This is an optimization exercise on Yosys and OpenROAD, whose aim is small area, not a production implementation. Function was checked by simulation only, so behaviour that the tests miss may differ from the original. The clock port is modelled as an ideal driver; clocking choices that lean on that would not hold on a real chip. No activity file was given, so power comes from the tool's default toggle rates.

## gbn_sender
module gbn_sender (
    input  wire         clk,
    input  wire         rst,
    input  wire         start,
    output wire         src_next,
    input  wire         src_rsp,
    input  wire         src_exh,
    input  wire         src_last,
    input  wire [7:0]   src_len,
    input  wire [239:0] src_data,
    output wire         src_seek,
    output wire [11:0]  src_seek_idx,
    output wire         tx_valid,
    output wire [263:0] tx_frame,
    input  wire         tx_ready,
    input  wire         tx_err,
    output wire         rx_req,
    input  wire         rx_rsp,
    input  wire         rx_err,
    input  wire         rx_timeout,
    input  wire         rx_short,
    input  wire [23:0]  rx_hdr,
    output wire         ev_valid,
    output wire         ev_kind,
    output wire [2:0]   ev_seq,
    output wire         done,
    output wire         fault,
    output wire [3:0]   cause
);
==> flow/config.mk <==
export PLATFORM = sky130hd
export DESIGN_NAME = gbn_sender
export DESIGN_NICKNAME = gbn_sender
export VERILOG_FILES = /design/flow/design.v
export SDC_FILE = /design/flow/constraint.sdc
export NUM_CORES = 4
export LEC_CHECK = 0
export CAP_MARGIN = 20
export CORE_MARGIN = 2
export CORE_UTILIZATION = 60
export PLACE_DENSITY = 0.75
export SLEW_MARGIN = 20
==> flow/constraint.sdc <==
create_clock -name core_clock -period 10.0 [get_ports {clk}]
set_input_delay 2.0000 -clock core_clock [delete_from_list [all_inputs] [get_ports {clk}]]
set_output_delay 2.0000 -clock core_clock [all_outputs]
set_load 0.01 [all_outputs]
standard.sh (not shown) runs the stock make flow with config.mk's settings and CLKGATE_MAP_FILE= SYNTH_SCRIPT=/design/flow/synth_recipe.tcl, a recipe that flattens the netlist after the stock synthesis.
==> flow/flow/run.sh <==
#!/bin/bash
# Standard ORFS layout with two changes: the cell used for the port buffers
# (every input and output port still gets its own buffer) and the clock tree
# settings (larger sink clusters, no dummy loads).
set -euo pipefail
export BUFFER_PORTS_ARGS="-buffer_cell sky130_fd_sc_hd__buf_1"
export CTS_ARGS="-sink_clustering_enable -repair_clock_nets -buf_list sky130_fd_sc_hd__clkbuf_4 -sink_clustering_size 30 -sink_clustering_max_diameter 100 -dont_use_dummy_load"
bash standard.sh > standard_flow.log 2>&1
The baseline aborted during I/O pin placement (3_2_place_iop).
Then changed:
--- a/flow/flow/run.sh
+++ b/flow/flow/run.sh
@@ -7 +7 @@
-export CTS_ARGS="-sink_clustering_enable -repair_clock_nets -buf_list sky130_fd_sc_hd__clkbuf_4 -sink_clustering_size 30 -sink_clustering_max_diameter 100 -dont_use_dummy_load"
+export CTS_ARGS="-sink_clustering_enable -repair_clock_nets -buf_list sky130_fd_sc_hd__clkbuf_8 -sink_clustering_size 20 -sink_clustering_max_diameter 60 -dont_use_dummy_load"
Settings changed: CORE_UTILIZATION 60 to 30, PLACE_DENSITY 0.75 to 0.8.
Outcome: The new run produced a clean layout. Area after synthesis stays the same. Synthesized cell count is unchanged.
Then changed:
Settings changed: PLACE_DENSITY 0.8 to 0.5.
Effect: Utilization increases by 0.33 points; setup slack improved by 22 ps; power increases by 3.9%.

* * *

Setup of v30:
Another version of the RTL of gbn_sender (not shown whole).
Size: roughly 0.011 sq mm of cells after synthesis.
Settings: LEC_CHECK=0, CAP_MARGIN=20, CORE_MARGIN=2, CORE_UTILIZATION=30, CTS_BUF_LIST=sky130_fd_sc_hd__clkbuf_4, PLACE_DENSITY=0.5, SLEW_MARGIN=20; clock period 10.0 ns.
==> flow/flow/run.sh <==
#!/bin/bash
# Standard ORFS layout; the only change is the cell used for the port buffers
# (every input and output port still gets its own buffer).
set -euo pipefail
export BUFFER_PORTS_ARGS="-buffer_cell sky130_fd_sc_hd__buf_1"
bash standard.sh > standard_flow.log 2>&1
v30: full flow OK, the timing, design-rule and antenna checks passed
Input changes introduced in v29 (baseline for comparison: v30):
==> flow/run.sh (new file) <==
#!/bin/bash
# synth_recipe.tcl (not shown) runs the flow's synth.tcl, then flattens the netlist and writes it again
# the make line also repeats each setting of config.mk as NAME=value (left out here)
make -C /OpenROAD-flow-scripts/flow DESIGN_CONFIG=/design/flow/config.mk WORK_HOME=/design/flow/orfs CLKGATE_MAP_FILE= SYNTH_SCRIPT=/design/flow/synth_recipe.tcl finish
--- a/flow/config.mk
+++ b/flow/config.mk
@@ -9,5 +9,4 @@
 export CORE_MARGIN = 2
 export CORE_UTILIZATION = 30
-export CTS_BUF_LIST = sky130_fd_sc_hd__clkbuf_4
 export PLACE_DENSITY = 0.5
 export SLEW_MARGIN = 20
removed: flow/flow/run.sh
removed: flow/standard.sh
## What came out
- Clock latency on the worst-skew pair on v29 is down relative to v30.
- Looking at combinational power, v29 sits 23% higher than v30 does.
- Number of tap cells inserted essentially unchanged between v30 and v29.
- The worst-case setup slack after placement in v29 sits 0.40 ns below the value recorded for v30.
- Diff v30 -> v29 | non-clock buffer count | up slightly

* * *

## the reference run
gbn_sender, a different RTL version from the one above (not shown whole).
For scale: about 850 cells after synthesis.
clock: 10.0 ns
lec_check: 0
cap_margin: 20
core_margin: 2
core_utilization: 30
place_density: 0.5
slew_margin: 20
==> flow/flow/run.sh <==
#!/bin/bash
# Standard ORFS layout with three changes:
#  - after the standard synthesis, its combinational gates are re-mapped by
#    ABC for area (flow/resyn.tcl); registers keep their names and cells;
#  - the port buffers use the smallest buffer cell (every input and output
#    port still gets its own buffer);
#  - clock tree: several sink-clustering settings are tried on the placed
#    design (flow/cts_try.tcl) and the one with the least clock buffer area
#    whose clock-pin slew stays well under the limit is used, without dummy
#    loads; if the routed slew (flow/clk_slew.tcl) is still too close to the
#    limit, the layout is redone from the clock tree with a tighter setting.
set -euo pipefail
HERE=$(pwd)
R=$HERE/orfs/results/$FLOW_PLATFORM/gbn_sender/base
L=$HERE/orfs/logs/$FLOW_PLATFORM/gbn_sender/base
OPENROAD=$FLOW_HOME/../tools/install/OpenROAD/bin/openroad
[[ -x $OPENROAD ]] || OPENROAD=openroad
YOSYS=$FLOW_HOME/../tools/install/yosys/bin/yosys
[[ -x $YOSYS ]] || YOSYS=yosys

# 1. standard synthesis, then area re-mapping of its gates
bash standard.sh synth > synth_flow.log 2>&1
cp $R/1_2_yosys.v $HERE/standard_synth.v
export LIB_FILE=$FLOW_HOME/platforms/sky130hd/lib/sky130_fd_sc_hd__tt_025C_1v80.lib
export DONT_USE_CELLS="$(grep -o 'dont_use [A-Za-z0-9_]*' $L/1_2_yosys.log | awk '{print $2}' | sort -u | tr '\n' ' ')"
export RESYN_NETLIST=$HERE/standard_synth.v
export RESYN_OUT=$HERE/resyn.v
export RESYN_LOG_DIR=$HERE
export RESYN_T=60
# registers (every flip-flop cell type in the netlist) and tie cells stay as they are
export RESYN_KEEP="$(grep -o 'sky130_fd_sc_hd__[a-z0-9]*_[0-9]*' standard_synth.v | sort -u | grep -E '__(dfx|dfr|dfs|dfb|edf|sdf|dlx|dlr|conb)' | tr '\n' ' ')"
$YOSYS -c flow/resyn.tcl > resyn_yosys.log 2>&1
cp $RESYN_OUT $R/1_2_yosys.v
rm -f $R/1_synth.odb $R/1_synth.sdc

# 2. floorplan and placement, port buffers of the smallest buffer cell
export BUFFER_PORTS_ARGS="-buffer_cell sky130_fd_sc_hd__buf_1"
bash standard.sh place > place_flow.log 2>&1

# 3. pick the clock tree setting
C4=sky130_fd_sc_hd__clkbuf_4; C8=sky130_fd_sc_hd__clkbuf_8; C16=sky130_fd_sc_hd__clkbuf_16
TRIES=(
  "$C4 8 40" "$C4 8 50" "$C4 8 60" "$C4 10 40" "$C4 10 50" "$C4 10 60" "$C4 12 50" "$C4 15 60"
  "$C4 9 50" "$C4 9 55" "$C4 8 55" "$C4 10 45" "$C4 12 40" "$C4 6 60" "$C4 6 80" "$C8 18 55"
  "$C8 16 50" "$C8 16 60" "$C8 20 50" "$C8 20 60" "$C8 20 80" "$C8 25 70"
  "$C16 30 70" "$C16 30 80"
)
export TRY_ODB=$R/3_place.odb TRY_SDC=$R/3_place.sdc
: > cts_try.log
i=0
for t in "${TRIES[@]}"; do
  set -- $t
  (
    export TRY_ARGS="-sink_clustering_enable -repair_clock_nets -dont_use_dummy_load -buf_list $1 -sink_clustering_size $2 -sink_clustering_max_diameter $3"
    r=$($OPENROAD -no_init -exit flow/cts_try.tcl > cts_try_$i.log 2>&1; grep TRY_RESULT cts_try_$i.log || true)
    echo "$t $r" >> cts_try.log
  ) &
  i=$((i+1))
  if (( i % ${NUM_CORES:-4} == 0 )); then wait; fi
done
wait
# candidates under the estimated-slew bound, least clock buffer area first
awk '$4=="TRY_RESULT" && $6+0 < 0.100 {print $5, $6, $1, $2, $3}' cts_try.log | sort -g > cts_cands.log
if [[ ! -s cts_cands.log ]]; then echo "0 0 $C8 20 40" > cts_cands.log; fi

export CHK_ODB=$R/6_final.odb CHK_SDC=$R/6_final.sdc CHK_SPEF=$R/6_final.spef
LIMIT_EST=1
for attempt in 1 2 3; do
  PICK=$(awk -v lim=$LIMIT_EST '$2+0 < lim {print; exit}' cts_cands.log)
  [[ -n "$PICK" ]] || PICK=$(sort -k2 -g cts_cands.log | head -1)
  set -- $PICK
  LIMIT_EST=$(awk -v s=$2 'BEGIN {print s - 0.006}')
  export CTS_ARGS="-sink_clustering_enable -repair_clock_nets -dont_use_dummy_load -buf_list $3 -sink_clustering_size $4 -sink_clustering_max_diameter $5"
  echo "attempt $attempt: $CTS_ARGS" >> cts_try.log
  rm -f $R/4_* $R/5_* $R/6_* out/final.def
  bash standard.sh > standard_flow_$attempt.log 2>&1
  $OPENROAD -no_init -exit flow/clk_slew.tcl > clk_slew_$attempt.log 2>&1 || true
  SLEW=$(awk '/^CLK_SLEW/ {print $2}' clk_slew_$attempt.log)
  echo "attempt $attempt: routed clock-pin slew ${SLEW:-unknown} ps" >> cts_try.log
  if [[ -n "$SLEW" ]] && awk -v s=$SLEW 'BEGIN {exit !(s < 110)}'; then break; fi
done
==> flow/flow/resyn.tcl <==
# Re-map the combinational logic of the standard synthesis netlist for area.
# The registers (and tie cells) are kept as they are, with their names and
# cell types; only the gates between them are re-optimised by ABC.
yosys -import
set lib $::env(LIB_FILE)
set netlist $::env(RESYN_NETLIST)
read_liberty -ignore_miss_func $lib
read_verilog $netlist
hierarchy -top $::env(FLOW_TOP)
# every cell with a clock pin, and the tie cells, stays a black box
set keep {}
foreach c [split $::env(RESYN_KEEP) " "] { if {$c ne ""} { lappend keep $c } }
blackbox {*}$keep
flatten
# the wires of the flattened gates must not keep public names
yosys rename -hide w:*.*
opt_clean -purge
tee -o $::env(RESYN_LOG_DIR)/resyn_stat_before.txt stat -liberty $lib
set du {}
foreach c $::env(DONT_USE_CELLS) { lappend du -dont_use $c }
abc -liberty $lib {*}$du -script "+strash;&get -n;&deepsyn -T $::env(RESYN_T);&put;&get -n;&dch -f;&nf -R 1000;&st;&dch -f;&nf -R 1000;&put"
opt_clean -purge
hilomap -hicell sky130_fd_sc_hd__conb_1 HI -locell sky130_fd_sc_hd__conb_1 LO
insbuf -buf sky130_fd_sc_hd__buf_1 A X
splitnets
opt_clean -purge
tee -o $::env(RESYN_LOG_DIR)/resyn_stat_after.txt stat -liberty $lib
write_verilog -noattr -nohex -nodec $::env(RESYN_OUT)
Other scripts of this flow, unchanged in this note and not shown: flow/flow/clk_slew.tcl, flow/flow/cts_try.tcl
Per the final summary, the reference run finished and its layout is clean on timing, DRC and antenna.
The following lists how the trial run was set up differently from the reference run:
diff --git a/flow/flow/run.sh b/flow/flow/run.sh
--- a/flow/flow/run.sh
+++ b/flow/flow/run.sh
@@ -28,3 +28,3 @@
 export RESYN_LOG_DIR=$HERE
-export RESYN_T=60
+export RESYN_T=180
 # registers (every flip-flop cell type in the netlist) and tie cells stay as they are
### Flow results
The reference run: no failed stages, no open violations at the end. Per the final summary, the trial run finished and its layout is clean on timing, DRC and antenna. There was hardly any difference in number of setup buffers added after CTS between the trial run and the reference run. Comparing the trial run against the reference run, there is no change at all in clock period minus final worst setup slack. As far as total design power goes, the trial run and the reference run are indistinguishable; the numbers are identical. Post-route clock period utilization: the trial run vs the reference run, no meaningful difference. Diff the trial run..the reference run | minimum setup slack after placement | unchanged.

## static timing again, ports no longer ideal
The flow's constraints put no driver on any port. The routed layouts listed below were extracted and timed again, unchanged, in two steps.
Step 1, drivers: a clkbuf_16 drives clk and a buf_2 each remaining input, both assumed.
Step 2, shift: input delay + t, output delay - t, t = (earliest + latest rising clock arrival at the registers) / 2. This alone moves slack from input paths to output paths.
Three values: ideal ports, drivers, drivers and shift; two values: the first two.
| run | shift t [ns] | slack for setup (ns) | slew at the worst register clock pin (ns) | worst slew at a driven data input, ns |
|---|---|---|---|---|
| the second run of note 1 | 0.593 | 5.161 / 5.114 / 5.322 | 0.12 / 0.12 | 0.22 |
| the third run of note 1 | 0.631 | 5.183 / 5.139 / 5.368 | 0.11 / 0.11 | 0.11 |
| v30 | 0.761 | 4.434 / 4.383 / 5.144 | 0.07 / 0.07 | 0.13 |
| v29 | 0.586 | 4.267 / 4.212 / 4.798 | 0.06 / 0.06 | 0.12 |
| the reference run | 0.668 | 5.065 / 5.019 / 5.068 | 0.10 / 0.10 | 0.12 |
| the trial run | 0.668 | 5.065 / 5.019 / 5.068 | 0.10 / 0.10 | 0.12 |
After both steps every run listed still meets setup and hold.
